Source: an optimization exercise on an open RTL-to-GDS flow (aim: small area). Production flows keep margins and buffers that such runs may drop.
Where RTL was checked, it was by simulation tests only, not by an equivalence proof against the original.
For runs 5 and 6, only the layout was checked, not whether the RTL still works.
No activity file was given, so power comes from the tool's default toggle rates.

**design/flow/design.v**
```verilog
module crc_link_engine (
    input  wire        clk,
    input  wire        rst,           
    input  wire        host_wr,
    input  wire [15:0] host_addr,
    input  wire [7:0]  host_wdata,
    output reg  [7:0]  host_rdata,
    input  wire        rx_valid,
    input  wire [7:0]  rx_data,
    output reg         rx_ready,
    output wire        tx_valid,
    output reg  [7:0]  tx_data,
    input  wire        tx_ready,
    output wire        busy
);
    localparam NB = 247;              
    localparam [3:0] S_IDLE      = 4'h0,
                     S_DRAIN     = 4'h1,
                     S_AWAIT_ACK = 4'h2,
                     S_RETRY     = 4'h3,
                     S_AWAIT_RSP = 4'h4,
                     S_SEND_RACK = 4'h5,
                     S_DRAIN_TR  = 4'h6,
                     S_DONE      = 4'h7,
                     S_FAILED    = 4'h8;
    localparam [2:0] R_NONE     = 3'd0,
                     R_OK       = 3'd1,
                     R_COMM     = 3'd2,
                     R_CORRUPT  = 3'd3,
                     R_SEQ      = 3'd4,
                     R_PAYLOAD  = 3'd5,
                     R_UNKNOWN  = 3'd6,
                     R_ABORTED  = 3'd7;
    localparam [1:0] P_HDR = 2'd0, P_PAY = 2'd1, P_CRC = 2'd2, P_END = 2'd3;
    function [15:0] crc_step;
        input [15:0] c;
        input [7:0]  x;
        integer k;
        reg [15:0] v;
        begin
            v = c ^ {x, 8'h00};
            for (k = 0; k < 8; k = k + 1)
                v = v[15] ? ((v << 1) ^ 16'h1021) : (v << 1);
            crc_step = v;
        end
    endfunction
    reg [3:0]  state;
    reg        retried;
    reg        rej;
    reg [2:0]  result;
    reg [7:0]  req_tc, req_iid, req_rc;
    reg        req_exp;
    reg [7:0]  x_tc, x_iid, x_rc;
    reg        x_exp;
    reg [7:0]  seq;
    reg [15:0] ctr;
    reg        rsv;               
    reg [7:0]  resp_len;
    reg [15:0] crc_acc;
    reg [7:0]  crc_data;
    reg        tx_busy;           
    reg [1:0]  ph;
    reg [7:0]  cnt;
    reg [7:0]  flen;              
    reg [15:0] crc;
    reg        fc, fr, fs;        
    reg [7:0]  t_seq, t_tc, t_iid, t_rc;
    reg [15:0] t_ctr;
    reg [8*NB-1:0] ring;
    reg [7:0]      wp;            
    assign busy     = (state >= S_DRAIN) && (state <= S_DRAIN_TR);
    wire m_drain = (state == S_DRAIN) || (state == S_DRAIN_TR);
    wire m_ack   = (state == S_AWAIT_ACK) || (state == S_RETRY);
    wire m_rsp   = (state == S_AWAIT_RSP);
    wire [7:0] bidx = host_addr[7:0];
    wire       in_buf = (host_addr[15:8] == 8'h01) && (bidx < resp_len);
    wire [7:0] wm9 = wp - 8'd9;
    wire [7:0] pa, pb;
    wire       ca, cb;
    cle_addn ua (.x(wp),  .xn(~wp),  .n(bidx), .s(pa), .co(ca));
    cle_addn ub (.x(wm9), .xn(~wm9), .n(bidx), .s(pb), .co(cb));
    wire [7:0] pos = ca ? pa : pb;
    wire [7:0]  posn = ~pos;
    wire [15:0] q, dh, dl;
    wire [NB-1:0] sb;
    wire [7:0]    buf_rd;
    genvar gk, gb, gp;
    generate
        for (gk = 0; gk < 4; gk = gk + 1) begin : pq
            cle_nor2 u0 (.a(pos[2*gk+1]),  .b(pos[2*gk]),  .y(q[4*gk]));
            cle_nor2 u1 (.a(pos[2*gk+1]),  .b(posn[2*gk]), .y(q[4*gk+1]));
            cle_nor2 u2 (.a(posn[2*gk+1]), .b(pos[2*gk]),  .y(q[4*gk+2]));
            cle_nor2 u3 (.a(posn[2*gk+1]), .b(posn[2*gk]), .y(q[4*gk+3]));
        end
        for (gk = 0; gk < 16; gk = gk + 1) begin : pd
            cle_and2 ul (.a(q[gk%4]),     .b(q[4 + gk/4]),  .y(dl[gk]));
            cle_and2 uh (.a(q[8 + gk%4]), .b(q[12 + gk/4]), .y(dh[gk]));
        end
        for (gk = 0; gk < NB; gk = gk + 1) begin : sel
            cle_nand2 u (.a(dh[gk/16]), .b(dl[gk%16]), .y(sb[gk]));
        end
        for (gb = 0; gb < 8; gb = gb + 1) begin : rd
            wire [123:0] y;
            wire [61:0]  z1;          
            wire [15:0]  z2;          
            wire [3:0]   z3;          
            for (gp = 0; gp < 123; gp = gp + 1) begin : pr
                cle_o22ai u (.a1(ring[16*gp + gb]), .a2(sb[2*gp]),
                             .b1(ring[16*gp + 8 + gb]), .b2(sb[2*gp + 1]), .y(y[gp]));
            end
            cle_nor2 ul (.a(ring[8*(NB-1) + gb]), .b(sb[NB-1]), .y(y[123]));
            for (gp = 0; gp < 62; gp = gp + 1) begin : l1
                cle_nor2 u (.a(y[2*gp]), .b(y[2*gp+1]), .y(z1[gp]));
            end
            for (gp = 0; gp < 15; gp = gp + 1) begin : l2
                cle_nand4 u (.a(z1[4*gp]), .b(z1[4*gp+1]), .c(z1[4*gp+2]), .d(z1[4*gp+3]), .y(z2[gp]));
            end
            cle_nand2 l2l (.a(z1[60]), .b(z1[61]), .y(z2[15]));
            for (gp = 0; gp < 4; gp = gp + 1) begin : l3
                cle_nor4 u (.a(z2[4*gp]), .b(z2[4*gp+1]), .c(z2[4*gp+2]), .d(z2[4*gp+3]), .y(z3[gp]));
            end
            assign buf_rd[gb] = &z3;
        end
    endgenerate
    always @(*) begin
        case (host_addr)
            16'h0001: host_rdata = {1'b0, rej, retried, busy, state};
            16'h0002: host_rdata = {5'b0, result};
            16'h0003: host_rdata = req_tc;
            16'h0004: host_rdata = req_iid;
            16'h0005: host_rdata = req_rc;
            16'h0006: host_rdata = {7'b0, req_exp};
            16'h0007: host_rdata = seq;
            16'h0008: host_rdata = ctr[7:0];
            16'h0009: host_rdata = ctr[15:8];
            16'h000A: host_rdata = rsv ? t_seq : 8'h00;
            16'h000B: host_rdata = resp_len;
            16'h000C: host_rdata = crc_data;
            16'h000D: host_rdata = crc_acc[7:0];
            16'h000E: host_rdata = crc_acc[15:8];
            default:  host_rdata = in_buf ? buf_rd : 8'h00;
        endcase
    end
    reg [7:0] fbyte;
    always @(*) begin
        case (ph)
            P_HDR: case (cnt[2:0])
                3'd0: fbyte = 8'hAA;
                3'd1: fbyte = 8'h55;
                3'd2: fbyte = (!tx_busy || flen[3]) ? 8'h80 : 8'h40;
                3'd3: fbyte = tx_busy ? flen : 8'h00;
                3'd4: fbyte = 8'h00;
                3'd5: fbyte = t_seq;
                3'd6: fbyte = crc[7:0];
                default: fbyte = crc[15:8];
            endcase
            P_PAY: case (cnt[2:0])
                3'd0: fbyte = 8'h80;
                3'd1: fbyte = t_tc;
                3'd2: fbyte = {7'b0, tx_busy};
                3'd3: fbyte = {7'b0, !tx_busy};
                3'd4: fbyte = t_iid;
                3'd5: fbyte = t_ctr[7:0];
                3'd6: fbyte = t_ctr[15:8];
                default: fbyte = t_rc;
            endcase
            default: fbyte = cnt[0] ? crc[15:8] : crc[7:0];
        endcase
    end
    always @(*) tx_data = fbyte;
    wire pay_end = (ph == P_PAY) && (cnt == flen);
    assign tx_valid = tx_busy && !pay_end;
    wire mis = rx_data != fbyte;
    wire cmd_wr   = host_wr && host_addr == 16'h0000;
    wire do_start = cmd_wr && host_wdata == 8'h10 && !busy;
    wire do_abort = cmd_wr && host_wdata == 8'h11 && busy;
    wire [7:0] slot   = cnt - 8'd8;
    wire       rsp_hbad = m_rsp && ph == P_PAY && fc;           
    wire       aligned  = (cnt[7:3] == 5'd0) || (slot == wp);
    always @(*) begin
        rx_ready = 1'b0;
        if (!do_abort && !tx_busy && (m_drain || m_ack || m_rsp) && ph != P_END && !pay_end) begin
            if (m_rsp && ph == P_PAY)
                rx_ready = !fc && aligned;
            else
                rx_ready = 1'b1;
        end
    end
    wire rx_take = rx_ready && rx_valid;
    wire tx_take = tx_valid && tx_ready;
    wire step    = tx_busy ? tx_take : rx_take;
    wire [7:0] xb = tx_busy ? tx_data : rx_data;
    wire ring_wr = rx_take && m_rsp && ph == P_PAY && cnt[7:3] != 5'd0;
    always @(posedge clk) begin
        ring <= {ring[8*(NB-1)-1:0], ring_wr ? rx_data : ring[8*NB-1 -: 8]};
    end
    wire b40 = rx_data == 8'h40;
    wire b80 = rx_data == 8'h80;
    wire b4e = rx_data == 8'h4E;
    wire b04 = rx_data == 8'h04;
    task finish;
        input [2:0] r;
        begin
            result <= r;
            if (r != R_OK) resp_len <= 8'h00;
            seq    <= seq + 8'd1;
            ctr    <= ctr + 16'd1;
            state  <= (r == R_OK) ? S_DONE : S_FAILED;
            if (!tx_busy) begin
                ph  <= P_HDR;
                cnt <= 8'd0;
            end
        end
    endtask
    task send_req;
        begin
            tx_busy <= 1'b1;
            flen    <= 8'd8;
            ph      <= P_HDR;
            cnt     <= 8'd0;
        end
    endtask
    always @(posedge clk) begin
        if (rst) begin
            state     <= S_IDLE;
            retried   <= 1'b0;
            rej       <= 1'b0;
            result    <= R_NONE;
            req_tc    <= 8'h00;
            req_iid   <= 8'h00;
            req_rc    <= 8'h00;
            req_exp   <= 1'b0;
            seq       <= 8'h00;
            ctr       <= 16'h0000;
            rsv       <= 1'b0;
            resp_len  <= 8'h00;
            crc_acc   <= 16'hFFFF;
            crc_data  <= 8'h00;
            tx_busy   <= 1'b0;
            ph        <= P_HDR;
            cnt       <= 8'd0;
            wp        <= 8'd0;
        end else begin
            wp <= (wp == NB - 1) ? 8'd0 : wp + 8'd1;
            if (host_wr) begin
                case (host_addr)
                    16'h0003: req_tc  <= host_wdata;
                    16'h0004: req_iid <= host_wdata;
                    16'h0005: req_rc  <= host_wdata;
                    16'h0006: req_exp <= host_wdata[0];
                    16'h0007: if (!busy) seq <= host_wdata;
                    16'h0008: if (!busy) ctr[7:0] <= host_wdata;
                    16'h0009: if (!busy) ctr[15:8] <= host_wdata;
                    16'h000C: crc_data <= host_wdata;
                    16'h0000: begin
                        case (host_wdata)
                            8'h01: crc_acc <= 16'hFFFF;
                            8'h02: crc_acc <= crc_step(crc_acc, crc_data);
                            8'h10: if (busy) rej <= 1'b1;
                            default: ;
                        endcase
                    end
                    default: ;
                endcase
            end
            if (step) begin
                if (ph == P_HDR && (cnt[2:0] == 3'd1 || cnt[2:0] == 3'd7))
                    crc <= 16'hFFFF;
                else if ((ph == P_HDR && cnt[2:0] >= 3'd2 && cnt[2:0] <= 3'd5) || ph == P_PAY)
                    crc <= crc_step(crc, xb);
                case (ph)
                    P_HDR: if (cnt[2:0] == 3'd7) begin ph <= P_PAY; cnt <= 8'd0; end
                           else cnt <= cnt + 8'd1;
                    P_PAY: cnt <= cnt + 8'd1;
                    default: begin
                        if (cnt[0] == 1'b0) cnt <= 8'd1;
                        else begin
                            cnt <= 8'd0;
                            if (tx_busy) begin
                                tx_busy <= 1'b0;
                                ph      <= P_HDR;
                            end else if (m_drain) ph <= P_HDR;
                            else ph <= P_END;
                        end
                    end
                endcase
            end else if (pay_end && !rsp_hbad) begin
                ph  <= P_CRC;
                cnt <= 8'd0;
            end
            if (rx_take) begin
                case (ph)
                    P_HDR: case (cnt[2:0])
                        3'd0: fc <= mis;
                        3'd2: begin
                            if (m_ack) begin
                                fr <= b04;
                                fc <= fc | !(b40 | b04);
                            end else if (m_rsp) begin
                                fc <= fc | mis;
                            end else begin
                                fr <= b4e;
                                fs <= b40;
                            end
                        end
                        3'd3: begin
                            if (m_rsp) begin
                                flen <= rx_data;
                                fs   <= rx_data[7:3] == 5'd0;        
                            end else begin
                                fc   <= fc | mis;
                                if (m_ack || fs) flen <= 8'd0;
                                else if (fr)     flen <= 8'd15;
                                else             flen <= rx_data;
                            end
                        end
                        3'd5: begin
                            if (m_ack) fs <= mis;
                            if (m_rsp) t_seq <= rx_data;
                        end
                        default: fc <= fc | mis;
                    endcase
                    P_PAY: if (cnt[7:3] == 5'd0) fs <= fs | mis;
                    default: fc <= fc | mis;
                endcase
            end
            if (do_start) begin
                x_tc     <= req_tc;
                x_iid    <= req_iid;
                x_rc     <= req_rc;
                x_exp    <= req_exp;
                retried  <= 1'b0;
                rej      <= 1'b0;
                result   <= R_NONE;
                rsv      <= 1'b0;
                resp_len <= 8'h00;
                state    <= S_DRAIN;
            end else if (do_abort) begin
                finish(R_ABORTED);
            end else begin
                case (state)
                    S_DRAIN, S_DRAIN_TR: begin
                        if (rx_take && ph == P_HDR) begin
                            case (cnt[2:0])
                                3'd0, 3'd1: if (mis) finish(R_UNKNOWN);
                                3'd2: if (!(b40 | b80 | b4e)) finish(R_UNKNOWN);
                                3'd4: if (fr && (fc || rx_data != 8'h53)) finish(R_UNKNOWN);
                                default: ;
                            endcase
                        end else if (!tx_busy && ph == P_HDR && cnt == 8'd0 && !rx_valid) begin
                            if (state == S_DRAIN) begin
                                t_seq <= seq;
                                t_tc  <= x_tc;
                                t_iid <= x_iid;
                                t_rc  <= x_rc;
                                t_ctr <= ctr;
                                send_req;
                                state <= S_AWAIT_ACK;
                            end else begin
                                finish(R_OK);
                            end
                        end
                    end
                    S_AWAIT_ACK, S_RETRY: begin
                        if (ph == P_END) begin
                            if (fc) finish(R_CORRUPT);
                            else if (!fr) begin
                                if (fs) finish(R_SEQ);
                                else begin
                                    ph  <= P_HDR;
                                    cnt <= 8'd0;
                                    state <= x_exp ? S_AWAIT_RSP : S_DRAIN_TR;
                                end
                            end else if (state == S_RETRY) begin
                                finish(R_COMM);
                            end else begin
                                retried <= 1'b1;
                                send_req;
                                state   <= S_RETRY;
                            end
                        end
                    end
                    S_AWAIT_RSP: begin
                        if (rsp_hbad) finish(R_CORRUPT);
                        else if (ph == P_END) begin
                            if (fs) finish(R_PAYLOAD);
                            else if (fc) finish(R_CORRUPT);
                            else begin
                                rsv      <= 1'b1;
                                resp_len <= flen - 8'd8;
                                tx_busy  <= 1'b1;         
                                flen     <= 8'd0;
                                ph       <= P_HDR;
                                cnt      <= 8'd0;
                                state    <= S_SEND_RACK;
                            end
                        end
                    end
                    S_SEND_RACK: begin
                        if (!tx_busy) state <= S_DRAIN_TR;
                    end
                    default: ;
                endcase
            end
        end
    end
endmodule
module cle_nand2 (input wire a, input wire b, output wire y);
    assign y = ~(a & b);
endmodule
module cle_nor2 (input wire a, input wire b, output wire y);
    assign y = ~(a | b);
endmodule
module cle_o22ai (input wire a1, input wire a2, input wire b1, input wire b2, output wire y);
    assign y = ~((a1 | a2) & (b1 | b2));
endmodule
module cle_nand4 (input wire a, input wire b, input wire c, input wire d, output wire y);
    assign y = ~(a & b & c & d);
endmodule
module cle_nor4 (input wire a, input wire b, input wire c, input wire d, output wire y);
    assign y = ~(a | b | c | d);
endmodule
module cle_xnor2 (input wire a, input wire b, output wire y);
    assign y = ~(a ^ b);
endmodule
module cle_xor2 (input wire a, input wire b, output wire y);
    assign y = a ^ b;
endmodule
module cle_a21o (input wire a1, input wire a2, input wire b1, output wire y);
    assign y = (a1 & a2) | b1;
endmodule
module cle_and2 (input wire a, input wire b, output wire y);
    assign y = a & b;
endmodule
module cle_addn (input wire [7:0] x, input wire [7:0] xn, input wire [7:0] n,
                 output wire [7:0] s, output wire co);
    wire [7:0] g0, p0, g1, p1, g2, p2, g3;
    genvar i;
    generate
        for (i = 0; i < 8; i = i + 1) begin : b
            cle_nor2  ug (.a(xn[i]), .b(n[i]), .y(g0[i]));
            cle_xnor2 up (.a(x[i]), .b(n[i]), .y(p0[i]));
            if (i >= 1) begin : l1
                cle_a21o ug1 (.a1(p0[i]), .a2(g0[i-1]), .b1(g0[i]), .y(g1[i]));
                if (i >= 2) begin : lp1
                    cle_and2 up1 (.a(p0[i]), .b(p0[i-1]), .y(p1[i]));
                end else begin : np1
                    assign p1[i] = 1'b0;
                end
            end else begin : n1
                assign g1[i] = g0[i];
                assign p1[i] = 1'b0;
            end
            if (i >= 2) begin : l2
                cle_a21o ug2 (.a1(p1[i]), .a2(g1[i-2]), .b1(g1[i]), .y(g2[i]));
                if (i >= 4) begin : lp2
                    cle_and2 up2 (.a(p1[i]), .b(p1[i-2]), .y(p2[i]));
                end else begin : np2
                    assign p2[i] = 1'b0;
                end
            end else begin : n2
                assign g2[i] = g1[i];
                assign p2[i] = 1'b0;
            end
            if (i >= 4) begin : l3
                cle_a21o ug3 (.a1(p2[i]), .a2(g2[i-4]), .b1(g2[i]), .y(g3[i]));
            end else begin : n3
                assign g3[i] = g2[i];
            end
            if (i >= 1) begin : ls
                cle_xor2 us (.a(p0[i]), .b(g3[i-1]), .y(s[i]));
            end else begin : ns
                assign s[i] = p0[i];
            end
        end
    endgenerate
    assign co = g3[7];
endmodule
```
**design/flow/run.sh**
```bash
#!/bin/bash
# synth_recipe.tcl (not shown) runs the flow's synth.tcl, then flattens the netlist and writes it again
# the make line also repeats each setting of config.mk as NAME=value (left out here)
make -C /OpenROAD-flow-scripts/flow DESIGN_CONFIG=/design/flow/config.mk WORK_HOME=/design/flow/orfs CLKGATE_MAP_FILE= SYNTH_SCRIPT=/design/flow/synth_recipe.tcl finish
```
**design/flow/config.mk**
```make
export PLATFORM = sky130hd
export DESIGN_NAME = crc_link_engine
export DESIGN_NICKNAME = crc_link_engine
export VERILOG_FILES = /design/flow/design.v
export SDC_FILE = /design/flow/constraint.sdc
export NUM_CORES = 4
export LEC_CHECK = 0
export CAP_MARGIN = 20
export CORE_MARGIN = 2
export CORE_UTILIZATION = 60
export CTS_BUF_LIST = sky130_fd_sc_hd__clkbuf_8 sky130_fd_sc_hd__clkbuf_16
export CTS_CLUSTER_DIAMETER = 80
export CTS_CLUSTER_SIZE = 28
export GPL_TIMING_DRIVEN = 0
export PLACE_DENSITY = 0.7
export SETUP_SLACK_MARGIN = 0.2
export SLEW_MARGIN = 20
export SYNTH_HIERARCHICAL = 1
export SYNTH_MINIMUM_KEEP_SIZE = 0
```
**design/flow/constraint.sdc**
```tcl
create_clock -name core_clock -period 10.0 [get_ports {clk}]
set_input_delay 2.0000 -clock core_clock [delete_from_list [all_inputs] [get_ports {clk}]]
set_output_delay 2.0000 -clock core_clock [all_outputs]
set_load 0.01 [all_outputs]
```
==> run summary, run 1 <==
Worst-path clk slew roughly 0.1 ns; worst-skew pair later-pin latency 0.72 ns; Peak supply drop 151 uV; Max clock buf depth 3; largest net degree at the start of global routing 30; total track usage around 30%; worst hold-check path type reg -> reg; share of cells above drive strength 1 5.20%; Pins Over Slew Limit 0; die area approximately 110000 um^2; port buffer count just over 40; Avg Inst Size Synth approximately 11 um^2; post-synthesis cell area approximately 64000 um^2; Final #Nets 5804; cell leakage power between 20 and 30 nW; status finished clean; drt total wl 167 mm; final worst slack 0.221 ns; drt wl/cell about 23 um; area delta synth->final 8.89%; worst hold stages 0; Core ar. around 110000 um^2; placed cell count ~7000; # DRC 0; routed vias/inst 6.08; post-detail-place hpwl ~120 mm; htree depth 3; DR iter-0 viols 4121; die span in x between 300 and 400 um; final hold violation count 0; Setup violations, final 0; Setup crit end kind output pin; Pwr Density 219 nW/um^2; flop2flop setup slack ~3.6 ns; Mapped Cells approximately 5600; pre-CTS WS -0.512 ns; clk sinks about 2200; Hold Crit Endpoint ring[208]; Die Ht 331 um; layout filler cell count 8089; CP required about 8.0 ns; final worst-path cycle share 97.8%; clock skew about 0.032 ns; Yosys warning count 7; hold_sp ring[200]; fmax roughly 100 MHz; crit path max fanout 10; r2r startpoint cnt[0]; via count around 44000; # IOs 56; Max-Cap Viols 0; Post-CTS Setup Bufs 0; Root Driver clkbuf_16; Least-Margin Pin Slew 1.19 ns; DRT Pass-1 Iters 7; RSZ-0062 raised after global routing no; Reg2Reg Depth 15; CTS tree yes; post-route ant nets 0; GP Congestion ~0.99; Layout Cells excl Fill 7161; Min Clock Period, post-route 9.78 ns; FP Rows 119; RR Endpoint ctr[10]; gr ovfl total 0; CP Launch Type input port; slew margin rel. between 20% and 30%; Crit Path Class in -> out; post-synthesis net count 5640; TritonCTS Buffers 92; vias in the first global route between 40000 and 50000; WHS between 0.3 and 0.4 ns; Initial Util 60.6%; hold-fix buffers at CTS 0; global-route wire length before repair ~250 mm; initial antenna violation count 1; Critical Path AT approximately 7.8 ns
final cells by class:
| class | count | area (um^2) | share of cell area (%) |
|---|---|---|---|
| Inverter | 60 | 225 | 0.323 |
| Clock inverter | 20 | 230 | 0.330 |
| Tap cell | 1391 | 1740 | 2.50 |
| Antenna cell | 1 | 2.50 | 0.00359 |
| Sequential cell | 2186 | 44800 | 64.2 |
| Buffer | 108 | 440 | 0.632 |
| Clock buffer | 97 | 2420 | 3.47 |
| Timing Repair Buffer | 70 | 927 | 1.33 |
| Multi-Input combinational cell | 3228 | 18900 | 27.2 |
worst max-delay path by stage:
| stage | cells past startpoint | to | slack [ns] | startpoint |
|---|---|---|---|---|
| 2_1_floorplan | 15 | host_rdata[0] | 3.12 | host_addr[2] |
| 3_3_place_gp | 17 | host_rdata[0] | -1.04 | host_addr[3] |
| 3_5_place_dp | 17 | host_rdata[0] | -0.51 | host_addr[3] |
| 4_1_cts | 17 | host_rdata[3] | 0.21 | host_addr[5] |
| 5_1_grt | 17 | host_rdata[2] | 0.21 | host_addr[0] |
| 6_report | 18 | host_rdata[6] | 0.22 | host_addr[0] |
repair_timing:
action | 4_1_cts | 5_1_grt
endpoints found under the setup margin | 8 | 8
pin swaps | 8 | 9
resized for setup | 35 | 49
flip-flops by register name, indices dropped and copies added, names as in the netlist, 16 cells and up:
name	flops
crc_acc	16
crc	16
ring	1976
t_ctr	16
ctr	16
worst max-delay path, cell delays in order:
cell             delay (ns)
clkdlybuf4s50_1        0.64
nor2_2                 0.29
a21o_1                 0.21
a21o_1                 0.17
a21o_1                 0.13
clkbuf_2               0.26
mux2i_1                0.39
nor2_1                 0.14
and2_2                 0.36
buf_16                 0.24
nand2_1                0.26
o22ai_1                0.14
nor2_1                 0.11
nand4_1                0.25
nor4_2                 0.64
nand4_1                0.53
o21ai_2                0.37
clkdlybuf4s50_1        0.59
metal layers:
layer | wire [um] | up-vias | global-route usage [%] | share of wire [%]
li1 | - | 20700 | - | -
met5 | 0 | - | 0 | 0
met3 | 10700 | 354 | 3.94 | 6.4
met1 | 75500 | 21000 | 43.1 | 45
met4 | 7060 | 0 | 12.0 | 4.2
met2 | 73600 | 1487 | 46.7 | 44
power by group:
part	internal, W	total (W)	switching (W)
registers	0.00880	0.00886	0.0000620
logic	0.000610	0.00198	0.00137
clock network	0.00178	0.00440	0.00261
total	0.0112	0.0152	0.00404
cells in the final DEF (no fill, tap or decap), types with 12 or more instances in the layout:
master / count
mux2i_1: 61
buf_16: 14
buf_2: 19
o21ai_0: 70
nand2_2: 38
and2_1: 51
inv_1: 65
a21o_1: 40
mux2_2: 14
nor4_4: 18
edfxtp_1: 100
clkbuf_16: 96
nand4_1: 140
nor4_2: 17
nor2b_1: 15
nor3_1: 42
buf_4: 12
a22o_1: 23
clkbuf_1: 83
ha_1: 21
xor2_1: 56
a22oi_1: 29
nor2_1: 696
a21oi_1: 103
a221oi_1: 26
nand2_1: 371
nand3_1: 79
xnor2_1: 69
clkdlybuf4s50_1: 34
and2_2: 18
a31oi_1: 12
dfxtp_1: 2086
and3_1: 23
o22ai_1: 1009
o21ai_1: 14
nand2b_1: 16
metrics by stage:
stage	TNS, ns	util [%]	power (W)	cell area [um^2]
final	0	66.0	0.0152	69700
after floorplan	0	-	0.00999	64000
after global routing	0	66.0	0.0157	69700
after global placement	-7.40	62.6	0.0108	66100
after detailed placement	-2.96	63.2	0.0109	66700
after CTS	0	65.9	0.0152	69500
==> run 2: changes to the inputs <==
--- a/design/flow/config.mk
+++ b/design/flow/config.mk
@@ -9,8 +9,8 @@
 export CORE_MARGIN = 2
 export CORE_UTILIZATION = 60
 export CTS_BUF_LIST = sky130_fd_sc_hd__clkbuf_8 sky130_fd_sc_hd__clkbuf_16
-export CTS_CLUSTER_DIAMETER = 80
-export CTS_CLUSTER_SIZE = 28
+export CTS_CLUSTER_DIAMETER = 100
+export CTS_CLUSTER_SIZE = 24
 export GPL_TIMING_DRIVEN = 0
 export PLACE_DENSITY = 0.7
 export SETUP_SLACK_MARGIN = 0.2
==> run summary, run 2 <==
status finished clean; Root Driver clkbuf_16; Setup crit end kind output pin; commonest non-fill, non-tap cell in the layout dfxtp_1; crit path max fanout 16; fmax ~100 MHz; port buffer count between 40 and 50; routed vias/inst between 6 and 7; drt wl/cell roughly 23 um; Max clock buf depth 3; delay-heaviest family, CP simple AND/OR/NAND/NOR gates; post-synthesis cell area approximately 64000 um^2; Pwr Density between 200 and 250 nW/um^2; GP Congestion 0.987; CP required around 8.0 ns; Mapped Cells about 5600; most frequent cells in the layout dfxtp_1, o22ai_1, nor2_1; slew margin rel. around 16%; CTS tree yes; final worst slack ~0.23 ns; placed cell count between 7000 and 8000; RSZ-0062 raised after global routing no; # DRC 0; CP Buf/Inv Count 3; clock skew 0.0327 ns; global-route wire length before repair approximately 250 mm; Pins Over Slew Limit 0; post-synthesis net count ~5600; CP Launch Type input port; total track usage between 30% and 40%; Crit Path Class in -> out; Avg Inst Size Synth ~11 um^2; r2r startpoint cnt[0]; gr ovfl total 0; Initial Util between 60% and 70%; Min Clock Period, post-route 9.77 ns; slowest CP cell clkdlybuf4s50_1; WHS around 0.33 ns; Yosys warning count 7; vias in the first global route about 42000; largest reg by FF count ring; Final #Nets about 5800; largest net degree at the start of global routing 26; most frequent CP cell a21o_1; final hold violation count 0; number of diodes 0; Max-Cap Viols 0; Least-Margin Pin Slew around 1.3 ns; hold_sp ring[816]; Die Ht around 330 um; pre-CTS WS -0.512 ns; hold-fix buffers at CTS 0; Setup violations, final 0; clk sinks around 2200; DR iter-0 viols around 4300; post-route ant nets 0; area delta synth->final 9.15%; worst-skew pair later-pin latency around 0.76 ns; Critical Path AT between 7 and 8 ns; # IOs between 50 and 60; die area approximately 110000 um^2; Peak supply drop 167 uV; total negative slack 0 ns; CP max stage delay 0.63 ns; post-detail-place hpwl 121 mm; crit-path cells clkdlybuf4s50_1 -> nor2_2 -> a21o_1 -> a21o_1 -> a21o_1 -> clkbuf_2 -> mux2i_1 -> nor2_1 -> and2_2 -> nand2_2 -> o22ai_1 -> nor2_1 -> nand4_1 -> nor4_4 -> nand4_1 -> o21ai_2 -> clkdlybuf4s50_1; Core ar. ~110000 um^2; via count about 44000; Layout Cells excl Fill 7166; worst hold-check path type reg -> reg; TritonCTS Buffers around 100; share of cells above drive strength 1 slightly above 5%; final worst-path cycle share around 98%; drt total wl approximately 170 mm; DRT Pass-1 Iters 9; FP Rows between 100 and 150; Worst-path clk slew about 0.09 ns; die span in x ~330 um; CP startpoint host_addr[0]; htree depth 3; initial antenna violation count 1; cell leakage power between 20 and 30 nW; max reg flops ~2000
## run 2: power breakdown
| group | internal (W) | switching [W] |
|---|---|---|
| Combinational | 0.000614 | 0.00137 |
| Sequential | 0.00879 | 0.0000625 |
| Clock | 0.00190 | 0.00262 |
## run 2: layout make-up
type	instances	area, um^2
sequential	2186	44800
fill	8076	35700
multi-input combinational	3228	18900
clock buffer	105	2630
tap	1391	1740
timing repair buffer	70	927
buffer	108	440
inverter	60	225
clock inverter	18	174
## run 2: stage by stage
step / util, % / area (um^2) / power [W]
floorplan: - / 64000 / 0.00999
global placement: 62.6 / 66100 / 0.0108
detailed placement: 63.2 / 66700 / 0.0109
CTS: 66.0 / 69700 / 0.0154
global route: 66.2 / 69800 / 0.0158
finish: 66.2 / 69800 / 0.0154
## run 2: path summary, 6_finish.rpt
path / endpoint / cells after the start / slack (ns)
hold reg to reg: ring[824] / 0 / 0.33
setup / recovery: host_rdata[0] / 17 / 0.23
hold / removal: ring[824] / 0 / 0.33
setup reg to reg: ctr[3] / 15 / 3.65
## run 2: what timing repair did
action,in CTS,in global routing
endpoints found under the setup margin,8,8
pin swaps,10,10
setup buffers,0,0
resized for setup,38,45
## run 2: per-layer routing
layer  vias to the layer above  global-route usage [%]  share of wire, %
met2                      1562                    46.4                44
met4                         0                    12.1               4.6
met1                     21000                    43.4                45
met5                         -                       0                 0
met3                       378                    4.16               6.5
li1                      20700                       -                 -
==> run 3: changes to the inputs <==
--- a/design/flow/config.mk
+++ b/design/flow/config.mk
@@ -8,9 +8,9 @@
 export CAP_MARGIN = 20
 export CORE_MARGIN = 2
 export CORE_UTILIZATION = 60
-export CTS_BUF_LIST = sky130_fd_sc_hd__clkbuf_8 sky130_fd_sc_hd__clkbuf_16
-export CTS_CLUSTER_DIAMETER = 100
-export CTS_CLUSTER_SIZE = 24
+export CTS_BUF_LIST = sky130_fd_sc_hd__clkbuf_8
+export CTS_CLUSTER_DIAMETER = 60
+export CTS_CLUSTER_SIZE = 16
 export GPL_TIMING_DRIVEN = 0
 export PLACE_DENSITY = 0.7
 export SETUP_SLACK_MARGIN = 0.2
==> run summary, run 3 <==
worst hold-check path type reg -> reg; design area 69700 um^2; cell leakage power 27.5 nW; final hold violation count 0; Pwr Density 217 nW/um^2; Die Ht between 300 and 400 um; Yosys warning count 7; Core ar. approximately 110000 um^2; Initial Util about three fifths; via count roughly 44000; die span in x 331 um; Pins Over Slew Limit 0; status finished clean; initial antenna violation count 2; Max clock buf depth 3; # IOs between 50 and 60; global-route wire length before repair 254 mm; worst-skew pair later-pin latency roughly 0.90 ns; RSZ-0062 raised after global routing no; GP Congestion 0.987; DR iter-0 viols around 4000; layout filler cell count roughly 8000; Least-Margin Pin Slew roughly 1.2 ns; Avg Inst Size Synth between 10 and 15 um^2; Critical Path AT about 7.7 ns; DRT Pass-1 Iters 7; slew margin rel. a little over a fifth; Final #Nets between 5000 and 6000; share of cells above drive strength 1 ~6.5%; drt wl/cell roughly 23 um; post-synthesis net count 5640; max reg flops approximately 2000; CP Launch Type input port; FP Rows 119; clk sinks approximately 2200; CP startpoint host_addr[0]; Worst-path clk slew 0.10 ns; largest reg by FF count ring; final worst-path cycle share 97.3%; TritonCTS Buffers 162; fmax approximately 100 MHz; hold-fix buffers at CTS 0; clock skew 0.0470 ns; CTS tree yes; CP required 8.00 ns; total track usage 30.4%; most frequent cells in the layout dfxtp_1, o22ai_1, nor2_1; register area about 45000 um^2; routed vias/inst around 6.1; largest net degree at the start of global routing 26; gr ovfl total 0; r2r startpoint cnt[0]; # DRC 0; Peak supply drop between 150 and 200 uV; area delta synth->final 8.87%; Mapped Cells between 5000 and 6000; commonest non-fill, non-tap cell in the layout dfxtp_1; flop2flop setup slack roughly 3.7 ns; vias in the first global route between 40000 and 50000; Crit Path Class in -> out; Post-CTS Setup Bufs 0; multi-input logic area about 19000 um^2; Min Clock Period, post-route 9.73 ns; drt total wl about 170 mm; port buffer count 41; post-place instance area ~67000 um^2; final core occ between 60% and 70%; post-route ant nets 0; Setup crit end kind output pin; htree depth 4; hold_sp ring[248]; Setup violations, final 0; post-detail-place hpwl about 120 mm; Max-Cap Viols 0; die area roughly 110000 um^2; crit path max fanout 16; Root Driver clkbuf_8; post-synthesis cell area 64000 um^2
==> run 3: area by class of cell <==
class | instances | area share, %
Clock inverter | 34 | 0.449
Buffer | 108 | 0.632
Timing Repair Buffer | 70 | 1.33
Clock buffer | 167 | 3.30
Multi-Input combinational cell | 3228 | 27.2
Sequential cell | 2186 | 64.3
Inverter | 60 | 0.323
Tap cell | 1391 | 2.50
Antenna cell | 2 | 0.00718
==> run 3: worst paths after layout <==
check | cells after the start | endpoint
setup / recovery | 17 | host_rdata[0]
hold / removal | 0 | ring[256]
setup reg to reg | 15 | ctr[9]
hold reg to reg | 0 | ring[256]
==> run 3: metal layers <==
metal | vias to the layer above | GRT usage, % | share of wire (%)
li1 | 20800 | - | -
met1 | 21100 | 43.0 | 45
met2 | 1604 | 46.6 | 44
met3 | 385 | 5.08 | 6.8
met4 | 0 | 12.5 | 4.2
met5 | - | 0 | 0
==> run 3: what timing repair did <==
action                                  4_1_cts  5_1_grt
endpoints found under the hold margin         0        0
resized for setup                            41       43
pin swaps                                    12       10
endpoints found under the setup margin        8        8
==> run 3: metrics by stage <==
stage               hold WS, ns  instances  total power [W]  setup TNS [ns]  setup WS, ns
finish                    0.339       7246           0.0151               0         0.267
global route              0.344       7245           0.0155               0         0.198
CTS                       0.340       7244           0.0151               0         0.216
detailed placement        0.337       7043           0.0109           -2.96        -0.512
global placement          0.332       7014           0.0108           -7.40         -1.04
floorplan                 0.332       5582          0.00999               0          3.12
==> run 3: where the power goes <==
group / internal (W) / switching [W]
Clock: 0.00158 / 0.00267
Combinational: 0.000617 / 0.00137
Sequential: 0.00879 / 0.0000620
==> run 3: critical path, stage by stage <==
cell and delay [ns]:
clkdlybuf4s50_1 0.61, nor2_2 0.28, a21o_1 0.20, a21o_1 0.17, a21o_1 0.13, clkbuf_2 0.26, mux2i_1 0.38, nor2_1 0.24
and2_2 0.41, nand2_2 0.25, o22ai_1 0.12, nor2_1 0.21, nand4_1 0.36, nor4_4 0.58, nand4_1 0.53, o21ai_2 0.37
clkdlybuf4s50_1 0.58
==> run 4: changes to the inputs <==
--- a/design/flow/config.mk
+++ b/design/flow/config.mk
@@ -13,7 +13,7 @@
 export CTS_CLUSTER_SIZE = 16
 export GPL_TIMING_DRIVEN = 0
 export PLACE_DENSITY = 0.7
-export SETUP_SLACK_MARGIN = 0.2
+export SETUP_SLACK_MARGIN = 0.1
 export SLEW_MARGIN = 20
 export SYNTH_HIERARCHICAL = 1
 export SYNTH_MINIMUM_KEEP_SIZE = 0
==> run summary, run 4 <==
most frequent cells in the layout dfxtp_1, o22ai_1, nor2_1; final hold violation count 0; Setup violations, final 0; TritonCTS Buffers around 160; die span in x 331 um; r2r startpoint cnt[0]; vias in the first global route ~43000; post-synthesis net count approximately 5600; Yosys warning count 7; fmax about 100 MHz; clock skew approximately 0.045 ns; CP required ~8 ns; post-route ant nets 0; final worst-path cycle share 97.7%; total track usage between 30% and 40%; FP Rows approximately 120; crit path capture host_rdata[5]; global-route wire length before repair roughly 250 mm; die area ~110000 um^2; CP Launch Type input port; initial antenna violation count 3; Least-Margin Pin Slew between 1 and 1.5 ns; Mapped Cells approximately 5600; DR iter-0 viols between 3000 and 4000; CTS tree yes; pre-CTS WS -0.512 ns; gr ovfl total 0; GP Congestion around 0.99; routed vias/inst ~6; Worst-path clk slew around 0.10 ns; Avg Inst Size Synth 11.5 um^2; Critical Path AT just under 8 ns; worst-skew pair later-pin latency around 0.9 ns; clk sinks 2186; WHS about 0.34 ns; Setup crit end kind output pin; drt wl/cell 23.1 um; CP startpoint host_addr[5]; htree depth 4; post-detail-place hpwl 121 mm; Root Driver clkbuf_8; RSZ-0062 raised after global routing yes; commonest non-fill, non-tap cell in the layout dfxtp_1; slew margin rel. 19.5%; hold-fix buffers at CTS 0; Max-Cap Viols 0; Pwr Density 217 nW/um^2; Initial Util 60.6%; final worst slack about 0.23 ns; # IOs 56; via count 43900; Post-CTS Setup Bufs 0; largest reg by FF count ring; RR Endpoint ctr[9]; worst hold-check path type reg -> reg; Peak supply drop 154 uV; DRT Pass-1 Iters 8; Die Ht ~330 um; flop2flop setup slack 3.66 ns; area delta synth->final 8.82%; Reg2Reg Depth 15; Crit Path Class in -> out; post-synthesis cell area between 60000 and 70000 um^2; Min Clock Period, post-route 9.77 ns; Pins Over Slew Limit 0; Max clock buf depth 3; port buffer count 41; # DRC 0; drt total wl 167 mm; largest net degree at the start of global routing 26; crit path max fanout 16; share of cells above drive strength 1 6.41%; Final #Nets just under 6000; Core ar. approximately 110000 um^2; status finished clean; cell leakage power about 27 nW; max reg flops approximately 2000
==> run 4: cell count changes in the layout (fill, tap and decap cells not counted), moves of 2 or more <==
cell / previous run / this run
o21ai_0: 70 / 72
dlygate4sd2_1: 3 / 0
clkdlybuf4s50_1: 34 / 38
nor4_4: 21 / 19
nor4_2: 14 / 16
o21ai_2: 4 / 1
==> run 4: cell type report <==
class	count	area, um^2
antenna	2	5.00
inverter	60	225
multi-input combinational	3228	18900
clock inverter	34	313
sequential	2186	44800
timing repair buffer	70	928
clock buffer	167	2300
tap	1391	1740
buffer	107	435
fill	8136	35900
==> run 4: timing repair <==
action	4_1_cts	5_1_grt
endpoints found under the setup margin	8	8
resized for setup	26	44
pin swaps	7	4
==> run 4: power by group <==
group | leakage (nW) | internal (W) | switching (W) | total, W
clock network | 1.35 | 0.00158 | 0.00267 | 0.00425
registers | 17.7 | 0.00879 | 0.0000618 | 0.00886
logic | 8.41 | 0.000612 | 0.00136 | 0.00197
==> run 4: worst min-delay path by stage <==
| stage | from | slack [ns] | depth (start not counted) | to |
|---|---|---|---|---|
| 2_1_floorplan | ring[1000] | 0.33 | 0 | ring[1008] |
| 3_3_place_gp | ring[368] | 0.33 | 0 | ring[376] |
| 3_5_place_dp | ring[879] | 0.34 | 0 | ring[887] |
| 4_1_cts | ring[1561] | 0.34 | 0 | ring[1569] |
| 5_1_grt | ring[1547] | 0.34 | 0 | ring[1555] |
| 6_report | ring[1094] | 0.34 | 0 | ring[1102] |
==> run 4: per-stage QoR <==
stage	cell area [um^2]	instances	utilization [%]	total power (W)	setup TNS, ns
6_report	69600	7245	66.0	0.0151	0
5_1_grt	69600	7244	66.0	0.0155	0
4_1_cts	69500	7243	65.8	0.0151	0
3_5_place_dp	66700	7043	63.2	0.0109	-2.96
3_3_place_gp	66100	7014	62.6	0.0108	-7.40
2_1_floorplan	64000	5582	-	0.00999	0
==> run 4: layer usage <==
metal  part of all wire (%)  GRT usage [%]
met1                     45           43.0
met2                     44           46.6
met3                    6.8           5.02
met4                    4.3           12.6
met5                      0              0
==> run 4: worst max-delay path, cell delays in order <==
cell and delay [ns]:
clkdlybuf4s50_1 0.81, xnor2_2 0.21, and2_1 0.21, and2_1 0.15, a21o_1 0.18, xor2_1 0.19, mux2i_1 0.33, nor2_1 0.19
and2_1 0.42, nand2_1 0.36, o22ai_1 0.15, nor2_1 0.17, nand4_1 0.30, nor4_4 0.56, nand4_1 0.43, o21ai_1 0.45
clkdlybuf4s50_1 0.61
==> run 5: changes to the inputs <==
--- a/design/flow/design.v
+++ b/design/flow/design.v
@@ -101,25 +101,25 @@
         end
         for (gb = 0; gb < 8; gb = gb + 1) begin : rd
             wire [123:0] y;
-            wire [61:0]  z1;          
-            wire [15:0]  z2;          
-            wire [3:0]   z3;          
+            wire [30:0]  z1;          
+            wire [7:0]   z2;          
+            wire [1:0]   z3;          
             for (gp = 0; gp < 123; gp = gp + 1) begin : pr
                 cle_o22ai u (.a1(ring[16*gp + gb]), .a2(sb[2*gp]),
                              .b1(ring[16*gp + 8 + gb]), .b2(sb[2*gp + 1]), .y(y[gp]));
             end
             cle_nor2 ul (.a(ring[8*(NB-1) + gb]), .b(sb[NB-1]), .y(y[123]));
-            for (gp = 0; gp < 62; gp = gp + 1) begin : l1
-                cle_nor2 u (.a(y[2*gp]), .b(y[2*gp+1]), .y(z1[gp]));
+            for (gp = 0; gp < 31; gp = gp + 1) begin : l1
+                cle_or4 u (.a(y[4*gp]), .b(y[4*gp+1]), .c(y[4*gp+2]), .d(y[4*gp+3]), .y(z1[gp]));
             end
-            for (gp = 0; gp < 15; gp = gp + 1) begin : l2
-                cle_nand4 u (.a(z1[4*gp]), .b(z1[4*gp+1]), .c(z1[4*gp+2]), .d(z1[4*gp+3]), .y(z2[gp]));
+            for (gp = 0; gp < 7; gp = gp + 1) begin : l2
+                cle_nor4 u (.a(z1[4*gp]), .b(z1[4*gp+1]), .c(z1[4*gp+2]), .d(z1[4*gp+3]), .y(z2[gp]));
             end
-            cle_nand2 l2l (.a(z1[60]), .b(z1[61]), .y(z2[15]));
-            for (gp = 0; gp < 4; gp = gp + 1) begin : l3
-                cle_nor4 u (.a(z2[4*gp]), .b(z2[4*gp+1]), .c(z2[4*gp+2]), .d(z2[4*gp+3]), .y(z3[gp]));
+            cle_nor3 l2l (.a(z1[28]), .b(z1[29]), .c(z1[30]), .y(z2[7]));
+            for (gp = 0; gp < 2; gp = gp + 1) begin : l3
+                cle_nand4 u (.a(z2[4*gp]), .b(z2[4*gp+1]), .c(z2[4*gp+2]), .d(z2[4*gp+3]), .y(z3[gp]));
             end
-            assign buf_rd[gb] = &z3;
+            assign buf_rd[gb] = ~(z3[0] | z3[1]);
         end
     endgenerate
     always @(*) begin
@@ -476,3 +476,9 @@
     endgenerate
     assign co = g3[7];
 endmodule
+module cle_or4 (input wire a, input wire b, input wire c, input wire d, output wire y);
+    assign y = a | b | c | d;
+endmodule
+module cle_nor3 (input wire a, input wire b, input wire c, output wire y);
+    assign y = ~(a | b | c);
+endmodule
--- a/design/flow/config.mk
+++ b/design/flow/config.mk
@@ -8,12 +8,12 @@
 export CAP_MARGIN = 20
 export CORE_MARGIN = 2
 export CORE_UTILIZATION = 60
-export CTS_BUF_LIST = sky130_fd_sc_hd__clkbuf_8
-export CTS_CLUSTER_DIAMETER = 60
-export CTS_CLUSTER_SIZE = 16
+export CTS_BUF_LIST = sky130_fd_sc_hd__clkbuf_8 sky130_fd_sc_hd__clkbuf_16
+export CTS_CLUSTER_DIAMETER = 80
+export CTS_CLUSTER_SIZE = 28
 export GPL_TIMING_DRIVEN = 0
 export PLACE_DENSITY = 0.7
-export SETUP_SLACK_MARGIN = 0.1
+export SETUP_SLACK_MARGIN = 0.2
 export SLEW_MARGIN = 20
 export SYNTH_HIERARCHICAL = 1
 export SYNTH_MINIMUM_KEEP_SIZE = 0
==> run summary, run 5 <==
Core ar. 107000 um^2; r2r startpoint cnt[0]; FP Rows 120; Die Ht between 300 and 400 um; routed vias/inst 6.48; post-route ant nets 0; area delta synth->final 9.29%; flop2flop setup slack 3.34 ns; Max clock buf depth 3; clock skew roughly 0.039 ns; slowest CP cell clkdlybuf4s50_1; status finished clean; crit path max fanout 12; fmax between 100 and 150 MHz; Setup crit end kind output pin; crit-path cells clkdlybuf4s15_2 -> xnor2_4 -> and2_1 -> a21o_1 -> a21o_1 -> clkbuf_4 -> mux2i_2 -> nor2_1 -> and2_2 -> buf_16 -> nand2_2 -> o22ai_1 -> or4_1 -> nor4_2 -> nand4_1 -> o311ai_4 -> clkdlybuf4s50_1; multi-input logic area about 20000 um^2; final worst-path cycle share between 90 and 100%; htree depth 3; cell leakage power 28.8 nW; post-detail-place hpwl ~130 mm; largest reg by FF count ring; Reg2Reg Depth 16; final hold violation count 0; Mapped Cells roughly 5400; largest net degree at the start of global routing 30; Setup violations, final 0; Avg Inst Size Synth around 12 um^2; max reg flops 1976; initial antenna violation count 4; Root Driver clkbuf_16; slew margin rel. ~20%; DR iter-0 viols just under 5000; worst hold-check path type reg -> reg; post-synthesis cell area ~65000 um^2; register area between 40000 and 50000 um^2; most frequent CP cell a21o_1; design area slightly above 70000 um^2; Min Clock Period, post-route 9.73 ns; met2 Use GR a little under half; GP Congestion a little over 1; Max-Cap Viols 0; gr ovfl total 0; share of cells above drive strength 1 just under 8%; port buffer count 44; Final #Nets about 5600; drt wl/cell between 20 and 30 um; Yosys warning count 7; CTS tree yes; commonest non-fill, non-tap cell in the layout dfxtp_1; placed cell count about 6900; layout filler cell count between 8000 and 9000; TritonCTS Buffers a little over 90; Least-Margin Pin Slew 1.19 ns; # IOs 56; final core occ 66.2%; RR Endpoint cnt[2]; Levels on crit path 17; Crit Path Class in -> out; # DRC 0; most frequent cells in the layout dfxtp_1, o22ai_1, nand2_1; crit path capture host_rdata[4]; Pins Over Slew Limit 0; clk sinks between 2000 and 2500; drt total wl approximately 180 mm; Peak supply drop about 150 uV; delay-heaviest family, CP simple AND/OR/NAND/NOR gates; Critical Path AT between 7 and 8 ns; vias in the first global route 43700; Pwr Density 205 nW/um^2; via count between 40000 and 50000; total negative slack 0 ns; Post-CTS Setup Bufs 0; global-route wire length before repair 271 mm; total track usage 32.0%; worst-skew pair later-pin latency between 0.7 and 0.8 ns; DRT Pass-1 Iters 9; Layout Cells excl Fill between 7000 and 8000; CP max stage delay 0.64 ns; Initial Util 60.5%; Worst-path clk slew approximately 0.10 ns; met1 GRT Util between 40% and 50%; hold-fix buffers at CTS 0; grt met3 use slightly above 6%; gr busiest metal met2; die span in x 333 um; CP Buf/Inv Count 4; post-place instance area between 60000 and 70000 um^2; CP Launch Type input port; CP startpoint host_addr[2]; post-synthesis net count roughly 5500; RSZ-0062 raised after global routing yes; CP required about 8.0 ns; die area between 100000 and 150000 um^2
==> run 5: through the flow <==
stage | total power (W) | worst slack [ns] | hold WS, ns
3_3_place_gp | 0.0101 | -2.51 | 0.332
5_1_grt | 0.0149 | 0.168 | 0.334
2_1_floorplan | 0.00951 | 2.54 | 0.332
6_report | 0.0145 | 0.274 | 0.330
4_1_cts | 0.0145 | 0.227 | 0.330
3_5_place_dp | 0.0101 | -1.44 | 0.337
==> run 5: what timing repair did <==
| item | 4_1_cts | 5_1_grt |
|---|---|---|
| pin swaps | 8 | 7 |
| endpoints found under the setup margin | 8 | 8 |
| endpoints found under the hold margin | 0 | 0 |
| resized for setup | 102 | 91 |
==> run 5: final cells by class <==
| class | count | area share, % |
|---|---|---|
| plain buffers | 129 | 0.728 |
| clock inverters | 19 | 0.442 |
| inverters | 70 | 0.371 |
| repair buffers | 67 | 1.20 |
| multi-input cells | 3035 | 28.2 |
| clock buffers | 96 | 3.38 |
| flip-flops and latches | 2186 | 63.2 |
| diodes | 2 | 0.00707 |
| well taps | 1403 | 2.48 |
==> run 5: power breakdown <==
group	internal (W)	switching [W]
sequential	0.00876	0.00000949
combinational	0.000394	0.000909
clock	0.00178	0.00266
==> run 5: routing by layer <==
metal  wire length [um]  vias up
li1                   -    20800
met1              79700    22100
met2              78100     2064
met3              16200      476
met4               8060        6
met5                 47        -
==> run 5: worst min path at each step <==
stage / depth (start not counted) / slack (ns) / endpoint / start
after floorplan: 0 / 0.33 / ring[1008] / ring[1000]
after global placement: 0 / 0.33 / ring[1336] / ring[1328]
after detailed placement: 0 / 0.34 / ring[531] / ring[523]
after CTS: 0 / 0.33 / ring[1845] / ring[1837]
after global routing: 0 / 0.33 / ring[751] / ring[743]
final: 0 / 0.33 / ring[1856] / ring[1848]
==> run 6: changes to the inputs <==
--- a/design/flow/config.mk
+++ b/design/flow/config.mk
@@ -8,9 +8,9 @@
 export CAP_MARGIN = 20
 export CORE_MARGIN = 2
 export CORE_UTILIZATION = 60
-export CTS_BUF_LIST = sky130_fd_sc_hd__clkbuf_8 sky130_fd_sc_hd__clkbuf_16
-export CTS_CLUSTER_DIAMETER = 80
-export CTS_CLUSTER_SIZE = 28
+export CTS_BUF_LIST = sky130_fd_sc_hd__clkbuf_8
+export CTS_CLUSTER_DIAMETER = 60
+export CTS_CLUSTER_SIZE = 16
 export GPL_TIMING_DRIVEN = 0
 export PLACE_DENSITY = 0.7
 export SETUP_SLACK_MARGIN = 0.2
==> run summary, run 6 <==
die span in x approximately 330 um; flop2flop setup slack 3.42 ns; crit path max fanout 16; via count about 46000; commonest non-fill, non-tap cell in the layout dfxtp_1; gr ovfl total 0; Die Ht 333 um; drt wl/cell about 26 um; DR iter-0 viols 4833; Setup crit end kind output pin; largest net degree at the start of global routing 28; vias in the first global route about 44000; RSZ-0062 raised after global routing yes; FP Rows 120; GP Congestion slightly above 1; # DRC 0; final hold violation count 0; post-detail-place hpwl between 100 and 150 mm; Pins Over Slew Limit 0; Core ar. 107000 um^2; clock skew around 0.053 ns; worst hold-check path type reg -> reg; die area about 110000 um^2; status finished clean; Hold Crit Endpoint ring[1845]; final core occ 66.1%; Least-Margin Pin Slew about 1.2 ns; WHS between 0.3 and 0.4 ns; multi-input logic area 19900 um^2; max reg flops slightly below 2000; Avg Inst Size Synth 12.0 um^2; Yosys warning count 7; total track usage around 32%; Min Clock Period, post-route around 9.8 ns; TritonCTS Buffers between 150 and 200; layout filler cell count 8257; fmax 102 MHz; routed vias/inst between 6 and 7; drt total wl between 150 and 200 mm; Pwr Density 204 nW/um^2; Crit Path Class in -> out; Final #Nets between 5000 and 6000; r2r startpoint cnt[0]; CP startpoint host_addr[2]; Peak supply drop ~140 uV; CP Launch Type input port; CTS tree yes; Root Driver clkbuf_8; # IOs 56; port buffer count 44; Worst-path clk slew about 0.09 ns; hold-fix buffers at CTS 0; worst hold stages 0; worst-skew pair later-pin latency 0.93 ns; post-route ant nets 0; post-synthesis cell area 64800 um^2; most frequent cells in the layout dfxtp_1, o22ai_1, nand2_1; htree depth 4; Critical Path AT between 7 and 8 ns; Reg2Reg Depth 17; DRT Pass-1 Iters 9; Max clock buf depth 3; RR Endpoint ctr[6]; global-route wire length before repair 273 mm; largest reg by FF count ring; cell leakage power slightly below 30 nW; area delta synth->final 9.18%; register area roughly 45000 um^2; final worst-path cycle share about 98%; Setup violations, final 0; hold_sp ring[1837]; share of cells above drive strength 1 8.75%; CP required 8.00 ns; clk sinks around 2200; Initial Util 60.5%; Mapped Cells 5420; slew margin rel. approximately a fifth; post-synthesis net count 5478; initial antenna violation count 12; Max-Cap Viols 0
==> run 6: worst max-delay path, cell delays in order <==
cell and delay [ns]:
clkdlybuf4s15_2 0.41, xnor2_4 0.33, and2_1 0.18, a21o_1 0.16
a21o_1 0.14, clkbuf_4 0.28, mux2i_4 0.40, nor2_1 0.19
and2_2 0.42, nand2_2 0.29, o22ai_1 0.12, or4_1 0.60
nor4_4 0.51, nand4_1 0.43, o311ai_4 0.67, clkdlybuf4s50_1 0.65
==> run 6: worst max path at each step <==
stage | slack, ns | cells after the start | endpoint
6_report | 0.17 | 16 | host_rdata[0]
5_1_grt | 0.18 | 16 | host_rdata[0]
4_1_cts | 0.20 | 17 | host_rdata[0]
3_5_place_dp | -1.44 | 16 | host_rdata[0]
3_3_place_gp | -2.51 | 16 | host_rdata[0]
2_1_floorplan | 2.54 | 14 | host_rdata[0]
==> run 6: through the flow <==
step / cells / cell area, um^2 / setup slack, ns / TNS, ns / power (W)
global route: 7095 / 70800 / 0.185 / 0 / 0.0148
CTS: 7093 / 70500 / 0.204 / 0 / 0.0144
floorplan: 5420 / 64800 / 2.54 / 0 / 0.00951
global placement: 6867 / 67000 / -2.51 / -15.54 / 0.0101
detailed placement: 6889 / 67500 / -1.44 / -9.32 / 0.0101
finish: 7095 / 70800 / 0.169 / 0 / 0.0144
==> run 6: power by group <==
part | internal (W) | switching [W] | leakage, nW
clock | 0.00165 | 0.00271 | 1.40
sequential | 0.00876 | 0.00000920 | 17.9
combinational | 0.000397 | 0.000905 | 9.56
==> run 6: layout make-up <==
cell class              count  share of cell area, %
well taps                1403                   2.48
flip-flops and latches   2186                   63.3
inverters                  70                  0.371
multi-input cells        3035                   28.2
clock buffers             166                   3.23
clock inverters            38                  0.566
repair buffers             66                   1.18
diodes                      2                0.00707
plain buffers             129                  0.728
==> run 6: layer usage <==
| layer | wire [um] | up-vias | global-route usage (%) |
|---|---|---|---|
| met1 | 79200 | 22300 | 45.6 |
| li1 | - | 20900 | - |
| met2 | 78800 | 2188 | 48.0 |
| met5 | 80 | - | 0 |
| met3 | 16800 | 503 | 7.01 |
| met4 | 7700 | 14 | 13.7 |
==> run 6: timing repair <==
item | CTS | global route
setup buffers | 0 | 0
pin swaps | 7 | 9
hold endpoints to repair | 0 | 0
endpoints found under the setup margin | 8 | 8
gates resized for setup | 89 | 85

[what the ideal ports hide]
Ports are ideal in the flow. The routed layouts listed here were re-timed in OpenROAD. Step 1 (the two cells are an assumption about what drives the block):
set clk [get_ports {clk}]
set_driving_cell -lib_cell sky130_fd_sc_hd__clkbuf_16 $clk
set_driving_cell -lib_cell sky130_fd_sc_hd__buf_2 [delete_from_list [all_inputs] $clk]
Step 2 adds t to the input delays and takes it off the output delays; t is the mean of the earliest and latest rising clock arrival at the registers after step 1. Input paths then give back, and output paths get back, about the clock's delay inside the block. a / b / c = ideal ports / drivers / drivers and shift; a / b = the first two.
run	t, ns	slack for setup (ns)	hold slack, ns	latest minus earliest clock arrival (ns)	slew at the worst register clock pin (ns)
run 1	0.776	0.221 / 0.199 / 0.199	0.334 / 0.334 / 0.334	0.043 / 0.043	0.11 / 0.11
run 2	0.798	0.232 / 0.210 / 0.210	0.333 / 0.333 / 0.333	0.061 / 0.060	0.11 / 0.11
run 3	0.940	0.267 / 0.245 / 0.245	0.339 / 0.339 / 0.339	0.050 / 0.051	0.10 / 0.10
run 4	0.950	0.229 / 0.203 / 0.203	0.339 / 0.339 / 0.339	0.047 / 0.048	0.10 / 0.10
run 5	0.792	0.274 / 0.247 / 0.247	0.330 / 0.330 / 0.330	0.048 / 0.048	0.11 / 0.11
run 6	0.968	0.169 / 0.138 / 0.138	0.323 / 0.323 / 0.323	0.053 / 0.054	0.11 / 0.11
After both steps setup and hold are still met in every run listed. For run 6, which loses most, drivers alone change the setup slack by -0.031 ns; drivers and shift together by -0.031 ns.
